Context: an optimization exercise on an open-source flow, tuned for small area, a short achievable clock period and few clock cycles. The choices shown serve that exercise and are no tape-out recipe. At most, simulation tests tie the RTL to the original design; equivalence was not proved. Power is estimated from default activity; no workload was simulated.

==> branch amber: inputs <==
## mbcodec
module mbcodec (
    input  wire        clk,
    input  wire        rst,           
    input  wire        cmd_valid,
    output wire        cmd_ready,
    input  wire [31:0] cmd,
    output reg         rsp_valid,
    output wire [3:0]  rsp_status,
    output wire [31:0] rsp_value,
    output reg         tx_valid,
    output reg  [7:0]  tx_data
);
clock: 8.0 ns
lec_check: 0
cap_margin: 20
core_margin: 2
core_utilization: 60
cts_cluster_diameter: 100
cts_cluster_size: 28
place_density: 0.7
setup_slack_margin: 5
slew_margin: 20
run.sh (not shown) runs the stock make flow with config.mk's settings and CLKGATE_MAP_FILE= SYNTH_SCRIPT=/design/flow/synth_recipe.tcl, a recipe that flattens the netlist after the stock synthesis.
==> branch nickel (differences from branch amber) <==
--- a/flow/design.v
+++ b/flow/design.v
@@ -55,89 +55,107 @@
     reg [15:0] dcrc;
     reg [7:0]  pcnt;
     reg        rclo_ok;       
     reg [3:0]  errcls;
     reg [7:0]  excode;
     reg        stray;
     wire busy = !(s_idle | s_done | s_err);
+    wire [3:0] dstate = {s_xhi | s_done | s_err,
+                         s_pay | s_crclo | s_crchi | s_xlo,
+                         s_func | s_b2 | s_crchi | s_xlo | s_err,
+                         s_addr | s_b2 | s_crclo | s_xlo | s_done};
     reg          rdy;         
     reg [2:0]    sc;          
     reg          ev;          
     reg [RB-1:0] ph;          
-    wire [RB-1:0] phw = ph - 1'b1;
+    reg [RB-1:0] phw;         
     wire acc = cmd_valid & rdy;
     assign cmd_ready = rdy;
     wire [7:0]  in_opc = cmd[31:24];
     wire [7:0]  in_b   = cmd[7:0];
     wire [15:0] in_s   = cmd[23:8];
+    wire in_rn = (cmd[23:0]  == 24'd0);
+    wire in_rb = (cmd[23:8]  == 16'd0);
+    wire in_rh = (cmd[23:16] == 8'd0);
+    wire in_init   = (in_opc == OPC_CRC_INIT)    && in_rn;
+    wire in_cbyte  = (in_opc == OPC_CRC_BYTE)    && in_rb;
+    wire in_cread  = (in_opc == OPC_CRC_READ)    && in_rn;
+    wire in_ccheck = (in_opc == OPC_CRC_CHECK)   && in_rh;
     wire in_enc    = (in_opc == OPC_ENC_RD);
     wire in_xch    = (in_opc == OPC_XCH_RD);
+    wire in_dbyte  = (in_opc == OPC_DEC_BYTE)    && in_rb;
+    wire in_abort  = (in_opc == OPC_DEC_ABORT)   && in_rn;
     wire in_rd     = (in_opc == OPC_DEC_RDBUF);
+    wire in_rdbuf  = in_rd && in_rb;
+    wire in_status = (in_opc == OPC_DEC_STATUS)  && in_rn;
+    wire in_seta   = (in_opc == OPC_CFG_SETADDR) && in_rb;
+    wire in_geta   = (in_opc == OPC_CFG_GETADDR) && in_rn;
+    wire in_ill    = !(in_init | in_cbyte | in_cread | in_ccheck | in_enc | in_xch |
+                       in_dbyte | in_abort | in_rdbuf | in_status | in_seta | in_geta);
     wire in_req_ok = (in_s <= 16'h1000) && (in_b >= 8'd1) && (in_b <= 8'h7D);
     reg        r_init, r_cbyte, r_cread, r_ccheck, r_dbyte, r_abort,
-               r_rd, r_status, r_seta, r_geta, r_enc, r_xch;
-    reg        z_hi, z_mid, z_lo;    
+               r_rd, r_rdbuf, r_status, r_seta, r_geta, r_ill, r_tx,
+               r_enc, r_xch;
     reg        req_ok, b_szbad, b_adbad, b_one;
     reg [23:0] qh;            
+    reg [7-RB:0] qri;         
     always @(posedge clk) begin
-        r_init   <= (in_opc == OPC_CRC_INIT);
-        r_cbyte  <= (in_opc == OPC_CRC_BYTE);
-        r_cread  <= (in_opc == OPC_CRC_READ);
-        r_ccheck <= (in_opc == OPC_CRC_CHECK);
-        r_dbyte  <= (in_opc == OPC_DEC_BYTE);
-        r_abort  <= (in_opc == OPC_DEC_ABORT);
+        r_init   <= in_init;
+        r_cbyte  <= in_cbyte;
+        r_cread  <= in_cread;
+        r_ccheck <= in_ccheck;
+        r_dbyte  <= in_dbyte;
+        r_abort  <= in_abort;
         r_rd     <= in_rd;
-        r_status <= (in_opc == OPC_DEC_STATUS);
-        r_seta   <= (in_opc == OPC_CFG_SETADDR);
-        r_geta   <= (in_opc == OPC_CFG_GETADDR);
+        r_rdbuf  <= in_rdbuf;
+        r_status <= in_status;
+        r_seta   <= in_seta;
+        r_geta   <= in_geta;
+        r_ill    <= in_ill;
+        r_tx     <= (in_enc || in_xch);
         r_enc    <= in_enc;
         r_xch    <= in_xch;
-        z_hi     <= (cmd[23:16] == 8'd0);
-        z_mid    <= (cmd[15:8]  == 8'd0);
-        z_lo     <= (cmd[7:0]   == 8'd0);
         req_ok   <= in_req_ok;
         b_szbad  <= (in_b == 8'd0) || (in_b > 8'hFA);
         b_adbad  <= (in_b == 8'd0) || (in_b > 8'hF7);
         b_one    <= (in_b == 8'd1);
         if (rdy)
             qh <= cmd[23:0];
+        if (rdy && in_rd)
+            qri <= in_b[7:RB];
     end
     wire [7:0] arg_b = qh[7:0];
-    wire e_rn = z_hi && z_mid && z_lo;      
-    wire e_rb = z_hi && z_mid;              
-    wire e_rh = z_hi;                       
-    wire o_init   = ev && r_init   && e_rn;
-    wire o_cbyte  = ev && r_cbyte  && e_rb;
-    wire o_cread  = ev && r_cread  && e_rn;
-    wire o_ccheck = ev && r_ccheck && e_rh;
-    wire o_dbyte  = ev && r_dbyte  && e_rb;
-    wire o_abort  = ev && r_abort  && e_rn;
+    wire o_init   = ev && r_init;
+    wire o_cbyte  = ev && r_cbyte;
+    wire o_cread  = ev && r_cread;
+    wire o_ccheck = ev && r_ccheck;
+    wire o_dbyte  = ev && r_dbyte;
+    wire o_abort  = ev && r_abort;
     wire o_rd     = ev && r_rd;
-    wire o_rdbuf  = ev && r_rd     && e_rb;
-    wire o_status = ev && r_status && e_rn;
-    wire o_seta   = ev && r_seta   && e_rb;
-    wire o_geta   = ev && r_geta   && e_rn;
+    wire o_rdbuf  = ev && r_rdbuf;
+    wire o_status = ev && r_status;
+    wire o_seta   = ev && r_seta;
+    wire o_geta   = ev && r_geta;
+    wire o_ill    = ev && r_ill;
+    wire o_tx     = ev && r_tx;
     wire o_enc    = ev && r_enc;
     wire o_xch    = ev && r_xch;
-    wire o_tx     = o_enc || o_xch;
-    wire o_ill    = ev && !(o_init || o_cbyte || o_cread || o_ccheck || o_dbyte ||
-                            o_abort || o_rdbuf || o_status || o_seta || o_geta || o_tx);
     wire xbusy   = o_xch && busy;                        
     wire sent    = (o_enc || (o_xch && !busy)) && req_ok;  
     wire txfault = o_tx && !sent;
     wire arm     = o_xch && !busy && req_ok;
     wire dbyte   = o_dbyte;
     wire seta_ok = o_seta && !busy && !b_adbad;
     wire rd_arg  = arg_b >= pcnt;
     wire rd_ok   = o_rdbuf && s_done && !rd_arg;         
     wire rd_late = rd_ok && (sc != 3'd0);                
     reg  rd_wait;                                         
     wire rd_go   = rd_wait && (sc == 3'd0);
     wire [8*(NR+1)-1:0] taps;
-    wire [7:0] rd_byte = taps[qh[7:RB]*8 +: 8];
+    wire [7:0] rd_byte = taps[qri*8 +: 8];
     wire [15:0] dcrc_upd = crc_update(dcrc, arg_b);
     wire [15:0] acc_upd  = crc_update(crc_acc, arg_b);
     wire crc_ok = rclo_ok && (arg_b == dcrc[15:8]);
     wire b2_ok  = addr_ok && !f83 && f03 && !b_szbad;
     wire b2_x   = addr_ok && f83;
     wire chi_ok = crc_ok && len_ok;
     wire n_idle  = o_abort || (s_idle && !arm);
@@ -184,21 +202,23 @@
             end
         end
     end
     wire       pay_w   = dbyte && s_pay;
     wire [7:0] x_pcnt  = (o_abort || arm) ? 8'd0 : (pay_w ? pcnt + 8'd1 : pcnt);
     wire       x_stray = (o_abort || arm) ? 1'b0 :
                          ((dbyte && (s_idle || s_done || s_err)) ? 1'b1 : stray);
+    wire [25:0] cur_status = {busy, stray, pcnt, excode, errcls, dstate};
     wire [25:0] nxt_status = {n_busy, x_stray, x_pcnt, x_excode, x_errcls, n_dstate};
     wire [25:0] x_value =
         ({26{o_init}}   & 26'h000FFFF) |
         ({26{o_cbyte}}  & {10'd0, acc_upd}) |
         ({26{o_cread}}  & {10'd0, crc_acc}) |
         ({26{o_ccheck}} & {25'd0, crc_acc == qh[15:0]}) |
-        ({26{dbyte || o_status}} & nxt_status) |
+        ({26{dbyte}}    & nxt_status) |
+        ({26{o_status}} & cur_status) |
         ({26{seta_ok}}  & {18'd0, arg_b}) |
         ({26{o_geta}}   & {18'd0, devaddr});
     wire st_ill  = o_ill;
     wire st_busy = xbusy || (o_seta && busy);
     wire st_nrdy = o_rdbuf && !s_done;
     wire st_arg  = (txfault && !xbusy) || (o_seta && !busy && b_adbad) ||
                    (o_rdbuf && s_done && rd_arg);
@@ -242,30 +262,26 @@
             tx_data <= tx_next;
     end
     reg [2:0]  rsp_st;
     reg [25:0] rsp_val;
     assign rsp_status = {1'b0, rsp_st};
     assign rsp_value  = {6'd0, rsp_val};
     wire [RB-1:0] in_wait = in_b[RB-1:0] - phw;
-    wire e_may_end = ev && (r_abort || (r_dbyte && (s_b2 || s_crchi || s_xhi)));
-    wire in_txhold = (in_enc || in_xch) && !(in_xch && busy && !e_may_end);
-    wire in_rdhold = in_rd && (s_done || s_crchi) && (in_b < pcnt) &&
-                     (in_b[RB-1:0] != phw);
     reg [2:0] sc_next;
     always @* begin
         if (acc)
-            sc_next = in_txhold ? 3'd7 : (in_rdhold ? in_wait : 3'd0);
+            sc_next = (in_enc || in_xch) ? 3'd7 : (in_rd ? in_wait : 3'd0);
         else if (txfault || (o_rd && !rd_ok))
             sc_next = 3'd0;
         else if (sc != 3'd0)
             sc_next = sc - 3'd1;
         else
             sc_next = 3'd0;
     end
-    wire rdy_next = acc ? !(in_txhold || in_rdhold)
+    wire rdy_next = acc ? !((in_enc || in_xch) || (in_rd && in_b[RB-1:0] != phw))
                         : (txfault || (o_rd && !rd_ok) || sc <= 3'd1);
     always @(posedge clk) begin
         rsp_st  <= tx_last_rsp ? RS_OK : x_status;
         rsp_val <= tx_last_rsp ? {10'd0, tcrc} :
                    ((rd_ok || rd_wait) ? {18'd0, rd_byte} : x_value);
         if (rst) begin
             rdy       <= 1'b1;
@@ -341,18 +357,21 @@
         if (pay_w)
             last <= (pcnt + 8'd2 == hdr2);
         if (dbyte && (s_crclo || s_xlo))
             rclo_ok <= (arg_b == dcrc[7:0]);
     end
     wire first_pay = pay_w && (pcnt == 8'd0);
     always @(posedge clk) begin
-        if (rst || first_pay)
-            ph <= {RB{1'b0}};
-        else
-            ph <= ph + 1'b1;
+        if (rst || first_pay) begin
+            ph  <= {RB{1'b0}};
+            phw <= {RB{1'b1}};
+        end else begin
+            ph  <= ph + 1'b1;
+            phw <= phw + 1'b1;
+        end
     end
     reg [RL-1:0] pv;
     reg [7:0]    pd [0:RL-1];
     wire [7:0]    pcm1 = pcnt - 8'd1;
     reg           wr_en;
     reg  [7:0]    wr_data;
     reg  [7-RB:0] wr_ring;
==> flow/flow/run.sh (new file) <==
#!/bin/bash
set -euo pipefail
bash standard.sh SETUP_SLACK_MARGIN=6 finish > standard.log 2>&1
==> flow/standard.sh (new file) <==
#!/bin/bash
# synth_recipe.tcl (not shown) runs the flow's synth.tcl, then flattens the netlist and writes it again
# the make line also repeats each setting of config.mk as NAME=value (left out here)
make -C /OpenROAD-flow-scripts/flow DESIGN_CONFIG=/design/flow/config.mk WORK_HOME=/design/flow/orfs CLKGATE_MAP_FILE= SYNTH_SCRIPT=/design/flow/synth_recipe.tcl "${@:-finish}"
removed: flow/run.sh
==> summary.txt <==
Branch amber passed the timing, DRC and antenna checks. Branch nickel finished clean. Of branch amber and branch nickel, branch nickel has the higher count of clock-buffer cells in the layout (gap 2). Between branch amber and branch nickel, the lower worst hold slack is in branch nickel (gap 0.0071 ns). Against branch amber, the clock skew of branch nickel is higher by 0.0014 ns. Between branch nickel and branch amber, the lower clock power is in branch amber (gap about 1%, measured against branch amber). In branch nickel the critical path depth is lower than in branch amber, by 8.
==> figures <==
	branch amber	branch nickel
Mean cell area of the mapped netlist	15.7 um^2	15.6 um^2
Worst hold-check slack	0.315 ns	0.307 ns
Critical path endpoint category	flip-flop	output port
Netlist area before placement	58,700 um^2	59,200 um^2
Skew final	0.0375 ns	0.0388 ns
Seq pwr share	0.664	0.666
Required time of the critical path	8.60 ns	6.40 ns
Share of the final layout cell area in sequential cells	0.737	0.701
Dpl cells	5,016	5,061
Top fanout value on the critical path	26	2
Outcome	finished clean	finished clean
Comb power frac	0.030	0.025
Testbench counts of branch amber, summed over its fixed seeds: cycles 164,567.
No functional check of the RTL was part of branch nickel.

[afterwards: timing with drivers on the ports]
How much do the figures lean on ideal ports? The routed layouts below were timed once more, with nothing changed but the port constraints. Step 1, drivers: a clkbuf_16 drives clk and a buf_2 each remaining input, both assumed. Step 2 also shifts input and output timing later by t, the mid clock arrival at the registers, as if the neighbouring blocks saw the same clock. Three values: no drivers, after step 1, after step 2; two values: the first two.
run	shift t [ns]	setup slack, ns	cell pins on the clock port's net
branch amber	0.755	5.020 / 4.991 / 4.328	1
branch nickel	0.761	5.109 / 5.036 / 4.737	1
After both steps every run listed still meets setup and hold. The setup slack of branch amber, which loses most, moves by -0.029 ns with the drivers and by -0.692 ns with both steps.
